Context: an optimization exercise on an open-source flow, tuned for small area, a short achievable clock period and few clock cycles per item. The choices shown serve that exercise and are no tape-out recipe.
RTL that was checked went through simulation tests only; none was proved equivalent to the original.

==> inputs of run E <==
==> flow/design.v <==
module fastpfor_pack (
    input  wire         clk,
    input  wire         rst,
    input  wire         in_valid,
    output wire         in_ready,
    input  wire [127:0] in_data,
    input  wire [5:0]   in_width,
    output reg          out_valid,
    input  wire         out_ready,
    output reg  [31:0]  out_word
);
    function [31:0] rot4;
        input [31:0] x;
        input [3:0]  oh;
        input [4:0]  k;
        begin
            rot4 = ({32{oh[0]}} & x)
                 | ({32{oh[1]}} & ((x << k)      | (x >> (6'd32 - k))))
                 | ({32{oh[2]}} & ((x << 2 * k)  | (x >> (6'd32 - 2 * k))))
                 | ({32{oh[3]}} & ((x << 3 * k)  | (x >> (6'd32 - 3 * k))));
        end
    endfunction
    function [3:0] onehot;
        input [1:0] v;
        onehot = 4'b0001 << v;
    endfunction
    reg [127:0] hold;
    reg         hv;          
    reg         half;        
    reg         quad;        
    reg [2:0]   beat;        
    reg [5:0]   chunk_w;     
    reg         rdy;         
    reg [95:0]  acc;
    reg [6:0]   cnt;
    reg         mrg;         
    reg [6:0]   s1, send;
    reg [3:0]   ra1, ra2, rb1, rb2, rc1, rc2, rd1, rd2;
    reg         rb3, rd3;
    wire out_free = !out_valid || out_ready;
    wire consume  = mrg && (half || quad);
    assign in_ready = rdy;
    wire accept   = in_valid && rdy;
    wire [9:0]  lc   = hold[73:64];
    wire [9:0]  ld   = hold[105:96];
    wire [31:0] ra   = rot4(rot4(hold[31:0], ra1, 5'd2), ra2, 5'd8);
    wire [31:0] rc   = rot4(rot4({22'd0, lc}, rc1, 5'd2), rc2, 5'd8);
    wire [31:0] rb0  = rot4(rot4(hold[63:32], rb1, 5'd1), rb2, 5'd4);
    wire [31:0] rd0  = rot4(rot4({22'd0, ld}, rd1, 5'd1), rd2, 5'd4);
    wire [31:0] rb   = rb3 ? {rb0[15:0], rb0[31:16]} : rb0;
    wire [31:0] rd   = rd3 ? {rd0[15:0], rd0[31:16]} : rd0;
    wire [31:0] la   = ra | rc;
    wire [31:0] lb   = rb | rd;
    wire [31:0] th0  = 32'hFFFF_FFFF << {cnt[4:1], 1'b0};
    wire [31:0] th1  = 32'hFFFF_FFFF << s1[4:0];
    wire        q1   = s1[5];
    wire [31:0] m0   = (acc[31:0] & ~th0) | (la & th0) | (q1 ? 32'd0 : (lb & th1));
    wire [31:0] m1   = (la & ~th0) | (q1 ? (lb & th1) : lb);
    wire [31:0] m2   = lb;
    wire [95:0] mv   = mrg ? {m2, m1, m0} : acc;
    wire [6:0]  total = mrg ? send : cnt;
    wire        emit  = out_free && (total[6:5] != 2'd0);
    wire        hv_n   = accept || (hv && !consume);
    wire        half_n = mrg ? (!half && !quad) : half;
    wire        first  = rdy && (beat == 3'd0);         
    wire [5:0]  w_n    = chunk_w;
    wire [5:0]  hw_n   = first ? in_width : w_n;
    wire        quad_n = (hw_n <= 6'd10);
    wire [6:0]  cnt_n  = emit ? total - 7'd32 : total;
    wire        mrg_n  = hv_n && (cnt_n[6:5] == 2'd0);
    wire        rdy_n  = !hv_n || (cnt_n[6:5] == 2'd0 && (half_n || quad_n));
    wire [5:0]  in_w3  = {in_width[4:0], 1'b0} + in_width[4:0];
    wire [5:0]  w3_n   = {w_n[4:0], 1'b0} + w_n[4:0];
    wire [5:0]  wload  = (beat == 3'd0) ? in_width : chunk_w;
    wire [31:0] mload  = wload[5] ? 32'hFFFF_FFFF : ~(32'hFFFF_FFFF << wload[4:0]);
    wire [6:0]  s1_n   = first ? {1'b0, in_width} : {2'b0, total[4:0]} + {1'b0, w_n};
    wire [6:0]  s2_n   = first ? {in_width, 1'b0} : {2'b0, total[4:0]} + {w_n, 1'b0};
    wire [5:0]  s3_n   = first ? in_w3 : {1'b0, total[4:0]} + w3_n;
    wire [6:0]  s4_n   = first ? {1'b0, in_width[3:0], 2'b0} : {2'b0, total[4:0]} + {1'b0, w_n[3:0], 2'b0};
    always @(posedge clk) begin
        if (emit) begin
            out_word <= mv[31:0];
            acc      <= {mv[95:64], mv[95:32]};
        end else begin
            acc      <= mv;
        end
        if (rdy)
            hold <= {in_data[127:96], in_data[95:0] & {3{mload}}};
        else if (mrg && !half)
            hold[63:0] <= hold[127:64];
        quad <= quad_n;
        s1   <= s1_n;
        ra1  <= onehot(total[2:1]);
        ra2  <= onehot(total[4:3]);
        rb1  <= onehot(s1_n[1:0]);
        rb2  <= onehot(s1_n[3:2]);
        rb3  <= s1_n[4];
        rc1  <= quad_n ? onehot(s2_n[2:1]) : 4'd0;
        rc2  <= onehot(s2_n[4:3]);
        rd1  <= quad_n ? onehot(s3_n[1:0]) : 4'd0;
        rd2  <= onehot(s3_n[3:2]);
        rd3  <= s3_n[4];
        send <= quad_n ? s4_n : s2_n;
        if (rst) begin
            hv        <= 1'b0;
            half      <= 1'b0;
            beat      <= 3'd0;
            chunk_w   <= 6'd0;
            cnt       <= 7'd0;
            mrg       <= 1'b0;
            out_valid <= 1'b0;
            rdy       <= 1'b1;
        end else begin
            if (emit)
                out_valid <= 1'b1;
            else if (out_ready)
                out_valid <= 1'b0;
            cnt  <= cnt_n;
            mrg  <= mrg_n;
            hv   <= hv_n;
            half <= half_n;
            rdy  <= rdy_n;
            if (accept) begin
                beat <= beat + 3'd1;
                if (beat == 3'd0)
                    chunk_w <= in_width;
            end
        end
    end
endmodule
==> flow/flow/run.sh <==
#!/bin/bash
set -o pipefail
export SETUP_SLACK_MARGIN=5.35
export BUFFER_PORTS_ARGS="-buffer_cell sky130_fd_sc_hd__buf_2"
bash standard.sh 2>&1 | tee standard.log
==> flow/standard.sh <==
#!/bin/bash
# synth_recipe.tcl (not shown) runs the flow's synth.tcl, then flattens the netlist and writes it again
# the make line also repeats each setting of config.mk as NAME=value (left out here)
make -C /OpenROAD-flow-scripts/flow DESIGN_CONFIG=/design/flow/config.mk WORK_HOME=/design/flow/orfs CLKGATE_MAP_FILE= SYNTH_SCRIPT=/design/flow/synth_recipe.tcl "${@:-finish}"
==> flow/config.mk <==
export PLATFORM = sky130hd
export DESIGN_NAME = fastpfor_pack
export DESIGN_NICKNAME = fastpfor_pack
export VERILOG_FILES = /design/flow/design.v
export SDC_FILE = /design/flow/constraint.sdc
export NUM_CORES = 4
export LEC_CHECK = 0
export CAP_MARGIN = 20
export CORE_MARGIN = 2
export CORE_UTILIZATION = 55
export SLEW_MARGIN = 20
export TNS_END_PERCENT = 30
==> flow/constraint.sdc <==
create_clock -name core_clock -period 8.0 [get_ports {clk}]
set_input_delay 1.6000 -clock core_clock [delete_from_list [all_inputs] [get_ports {clk}]]
set_output_delay 1.6000 -clock core_clock [all_outputs]
set_load 0.01 [all_outputs]
==> run F (differences from run E) <==
--- a/flow/design.v
+++ b/flow/design.v
@@ -27,2 +27,3 @@
     reg [127:0] hold;
+    reg [5:0]   hw;          
     reg         hv;          
@@ -43,4 +44,4 @@
     wire accept   = in_valid && rdy;
-    wire [9:0]  lc   = hold[73:64];
-    wire [9:0]  ld   = hold[105:96];
+    wire [9:0]  lc   = quad ? hold[73:64]  : 10'd0;
+    wire [9:0]  ld   = quad ? hold[105:96] : 10'd0;
     wire [31:0] ra   = rot4(rot4(hold[31:0], ra1, 5'd2), ra2, 5'd8);
@@ -57,4 +58,4 @@
     wire [31:0] m0   = (acc[31:0] & ~th0) | (la & th0) | (q1 ? 32'd0 : (lb & th1));
-    wire [31:0] m1   = (la & ~th0) | (q1 ? (lb & th1) : lb);
-    wire [31:0] m2   = lb;
+    wire [31:0] m1   = (la & ~th0) | (q1 ? (lb & th1) : (lb & ~th1));
+    wire [31:0] m2   = q1 ? (lb & ~th1) : 32'd0;
     wire [95:0] mv   = mrg ? {m2, m1, m0} : acc;
@@ -65,3 +66,3 @@
     wire        first  = rdy && (beat == 3'd0);         
-    wire [5:0]  w_n    = chunk_w;
+    wire [5:0]  w_n    = rdy ? chunk_w : hw;
     wire [5:0]  hw_n   = first ? in_width : w_n;
@@ -87,5 +88,6 @@
         if (rdy)
-            hold <= {in_data[127:96], in_data[95:0] & {3{mload}}};
+            hold <= in_data & {4{mload}};
         else if (mrg && !half)
             hold[63:0] <= hold[127:64];
+        hw   <= hw_n;
         quad <= quad_n;
@@ -97,5 +99,5 @@
         rb3  <= s1_n[4];
-        rc1  <= quad_n ? onehot(s2_n[2:1]) : 4'd0;
+        rc1  <= onehot(s2_n[2:1]);
         rc2  <= onehot(s2_n[4:3]);
-        rd1  <= quad_n ? onehot(s3_n[1:0]) : 4'd0;
+        rd1  <= onehot(s3_n[1:0]);
         rd2  <= onehot(s3_n[3:2]);
- CORE_UTILIZATION: 55 -> 40
- CTS_CLUSTER_DIAMETER: default -> 80
- CTS_CLUSTER_SIZE: default -> 30
- TNS_END_PERCENT: 30 -> default
==> run Z (differences from run E) <==
==> flow/design.v, changed modules only <==
module fastpfor_pack (
    input  wire         clk,
    input  wire         rst,
    input  wire         in_valid,
    output wire         in_ready,
    input  wire [127:0] in_data,
    input  wire [5:0]   in_width,
    output reg          out_valid,
    input  wire         out_ready,
    output reg  [31:0]  out_word
);
    function [31:0] rotl;
        input [31:0] x;
        input [4:0]  r;
        reg   [31:0] t;
        begin
            t = x;
            if (r[0]) t = {t[30:0], t[31]};
            if (r[1]) t = {t[29:0], t[31:30]};
            if (r[2]) t = {t[27:0], t[31:28]};
            if (r[3]) t = {t[23:0], t[31:24]};
            if (r[4]) t = {t[15:0], t[31:16]};
            rotl = t;
        end
    endfunction
    reg [127:0] hold;
    reg [5:0]   hw;          
    reg         hv;          
    reg         half;        
    reg [2:0]   beat;        
    reg [5:0]   chunk_w;     
    reg [95:0]  acc;
    reg [6:0]   cnt;
    wire out_free = !out_valid || out_ready;
    wire mrg      = hv && (cnt[6:5] == 2'd0);         
    wire wz       = (hw == 6'd0);
    wire consume  = mrg && (half || wz);
    assign in_ready = !hv || consume;
    wire accept   = in_valid && in_ready;
    wire [31:0] mask = hw[5] ? 32'hFFFF_FFFF : ~(32'hFFFF_FFFF << hw[4:0]);
    wire [31:0] v0   = (half ? hold[95:64]  : hold[31:0])  & mask;
    wire [31:0] v1   = (half ? hold[127:96] : hold[63:32]) & mask;
    wire [4:0]  r0   = cnt[4:0];
    wire [5:0]  s1   = {1'b0, cnt[4:0]} + hw;
    wire [4:0]  r1   = s1[4:0];
    wire        q1   = s1[5];
    wire [31:0] rot0 = rotl(v0, r0);
    wire [31:0] rot1 = rotl(v1, r1);
    wire [31:0] th0  = 32'hFFFF_FFFF << r0;
    wire [31:0] th1  = 32'hFFFF_FFFF << r1;
    wire [31:0] m0 = ((rot0 & th0) | (acc[31:0] & ~th0)) | (q1 ? 32'd0 : (rot1 & th1));
    wire [31:0] m1 = (rot0 & ~th0) | (q1 ? (rot1 & th1) : (rot1 & ~th1));
    wire [31:0] m2 = q1 ? (rot1 & ~th1) : 32'd0;
    wire [95:0] mv    = mrg ? {m2, m1, m0} : acc;
    wire [7:0]  total = {1'b0, cnt} + (mrg ? {1'b0, hw, 1'b0} : 8'd0);
    wire        emit  = out_free && (total >= 8'd32);
    always @(posedge clk) begin
        if (emit) begin
            out_word <= mv[31:0];
            acc      <= {32'd0, mv[95:32]};
        end else begin
            acc      <= mv;
        end
        if (accept)
            hold <= in_data;
        if (rst) begin
            hv        <= 1'b0;
            half      <= 1'b0;
            beat      <= 3'd0;
            chunk_w   <= 6'd0;
            hw        <= 6'd0;
            cnt       <= 7'd0;
            out_valid <= 1'b0;
        end else begin
            if (emit)
                out_valid <= 1'b1;
            else if (out_ready)
                out_valid <= 1'b0;
            cnt <= emit ? total[6:0] - 7'd32 : total[6:0];
            if (mrg)
                half <= !half && !wz;
            if (accept) begin
                hv   <= 1'b1;
                hw   <= (beat == 3'd0) ? in_width : chunk_w;
                beat <= beat + 3'd1;
                if (beat == 3'd0)
                    chunk_w <= in_width;
            end else if (consume) begin
                hv <= 1'b0;
            end
        end
    end
endmodule
==> flow/run.sh (new file) <==
#!/bin/bash
# synth_recipe.tcl (not shown) runs the flow's synth.tcl, then flattens the netlist and writes it again
# the make line also repeats each setting of config.mk as NAME=value (left out here)
make -C /OpenROAD-flow-scripts/flow DESIGN_CONFIG=/design/flow/config.mk WORK_HOME=/design/flow/orfs CLKGATE_MAP_FILE= SYNTH_SCRIPT=/design/flow/synth_recipe.tcl finish
- CORE_UTILIZATION: 55 -> 40
- TNS_END_PERCENT: 30 -> default
removed: flow/flow/run.sh
removed: flow/standard.sh
==> impl_metrics.py <==
metrics = {
    "run_status": {
        "status": "no timing/DRC/antenna violations",
    },
    "synth": {
        "synthXorXnorAreaFrac": 0.0205,
        "synth_commonest_cells": "224 x nand2_1, 200 x o21ai_0, 178 x nor2_1, 170 x dfxtp_1, 160 x edfxtp_1",
    },
    "cts": {
        "cts_buffers": 24,
    },
    "setup_path": {
        "slowest_stage": "dfxtp_4",
    },
    "timing": {
        "layout_worst_path_cycle_share": 0.349,
        "rsz0062_at_grt": "yes",
    },
    "cells_and_area": {
        "buffer_area_frac": 0.0849,
        "post-route-util": 0.490,
        "drive_gt1_frac": 0.225,
    },
    "die": {
        "die_h_um": 228,
    },
    "placed_design": {
        "place_inst": 3014,
    },
}
the above is filed under run F

==> impl_metrics.py <==
metrics = {
    "synth": {
        "synthXorXnorAreaFrac": 0.00961,
        "synth_commonest_cells": "271 x o21ai_0, 212 x nand2_1, 187 x nor2_1, 164 x dfxtp_1, 160 x edfxtp_1",
    },
    "run_status": {
        "status": "no timing/DRC/antenna violations",
    },
    "cts": {
        "cts_buffers": 35,
    },
    "timing": {
        "rsz0062_at_grt": "yes",
        "layout_worst_path_cycle_share": 0.345,
    },
    "cells_and_area": {
        "post-route-util": 0.641,
        "drive_gt1_frac": 0.177,
        "buffer_area_frac": 0.0610,
    },
    "placed_design": {
        "place_inst": 2680,
    },
    "setup_path": {
        "slowest_stage": "a31oi_1",
        "reg2reg_slack_ns": 5.34,
    },
}
the above is filed under run E

==> impl_metrics.py <==
metrics = {
    "run_status": {
        "status": "no timing/DRC/antenna violations",
    },
    "timing": {
        "layout_worst_path_cycle_share": 0.605,
        "rsz0062_at_grt": "no",
    },
    "cts": {
        "cts_buffers": 30,
    },
    "placed_design": {
        "place_inst": 2286,
    },
    "synth": {
        "synthXorXnorAreaFrac": 0.00715,
        "synth_commonest_cells": "166 x nor2_1, 160 x edfxtp_1, 114 x dfxtp_1, 112 x a21oi_1, 110 x nand2_1",
    },
    "setup_path": {
        "slowest_stage": "nor4_4",
    },
    "cells_and_area": {
        "post-route-util": 0.482,
    },
}
the above is filed under run Z

Testbench counts of run E, summed over its fixed seeds: cycles 17,555, chunks 1,280.
Testbench counts of run F, summed over its fixed seeds: cycles 17,555, chunks 1,280.
No functional check of the RTL was part of run Z.

-- separate check: timing with driven ports --
No port has a modelled driver above. Below, the same layouts with a new extraction and two added sets of constraints. Step 1: set_driving_cell puts a clkbuf_16 on clk and a buf_2 on each other input, an assumption about the parent block. Step 2 adds t to the input delays and takes it off the output delays; t is the mean of the earliest and latest rising clock arrival at the registers after step 1. Input paths then give back, and output paths get back, about the clock's delay inside the block. Slacks: ideal / step 1 / step 2; pairs: ideal / step 1.
| run | t, ns | setup slack, ns | clock arrival spread, ns |
|---|---|---|---|
| run E | 0.582 | 5.237 / 5.263 / 4.693 | 0.020 / 0.020 |
| run F | 0.625 | 5.206 / 5.148 / 4.786 | 0.040 / 0.040 |
| run Z | 0.632 | 3.162 / 3.107 / 3.268 | 0.017 / 0.018 |
After both steps every run listed still meets setup and hold. The setup slack of run E, which loses most, moves by +0.026 ns with the drivers and by -0.544 ns with both steps.
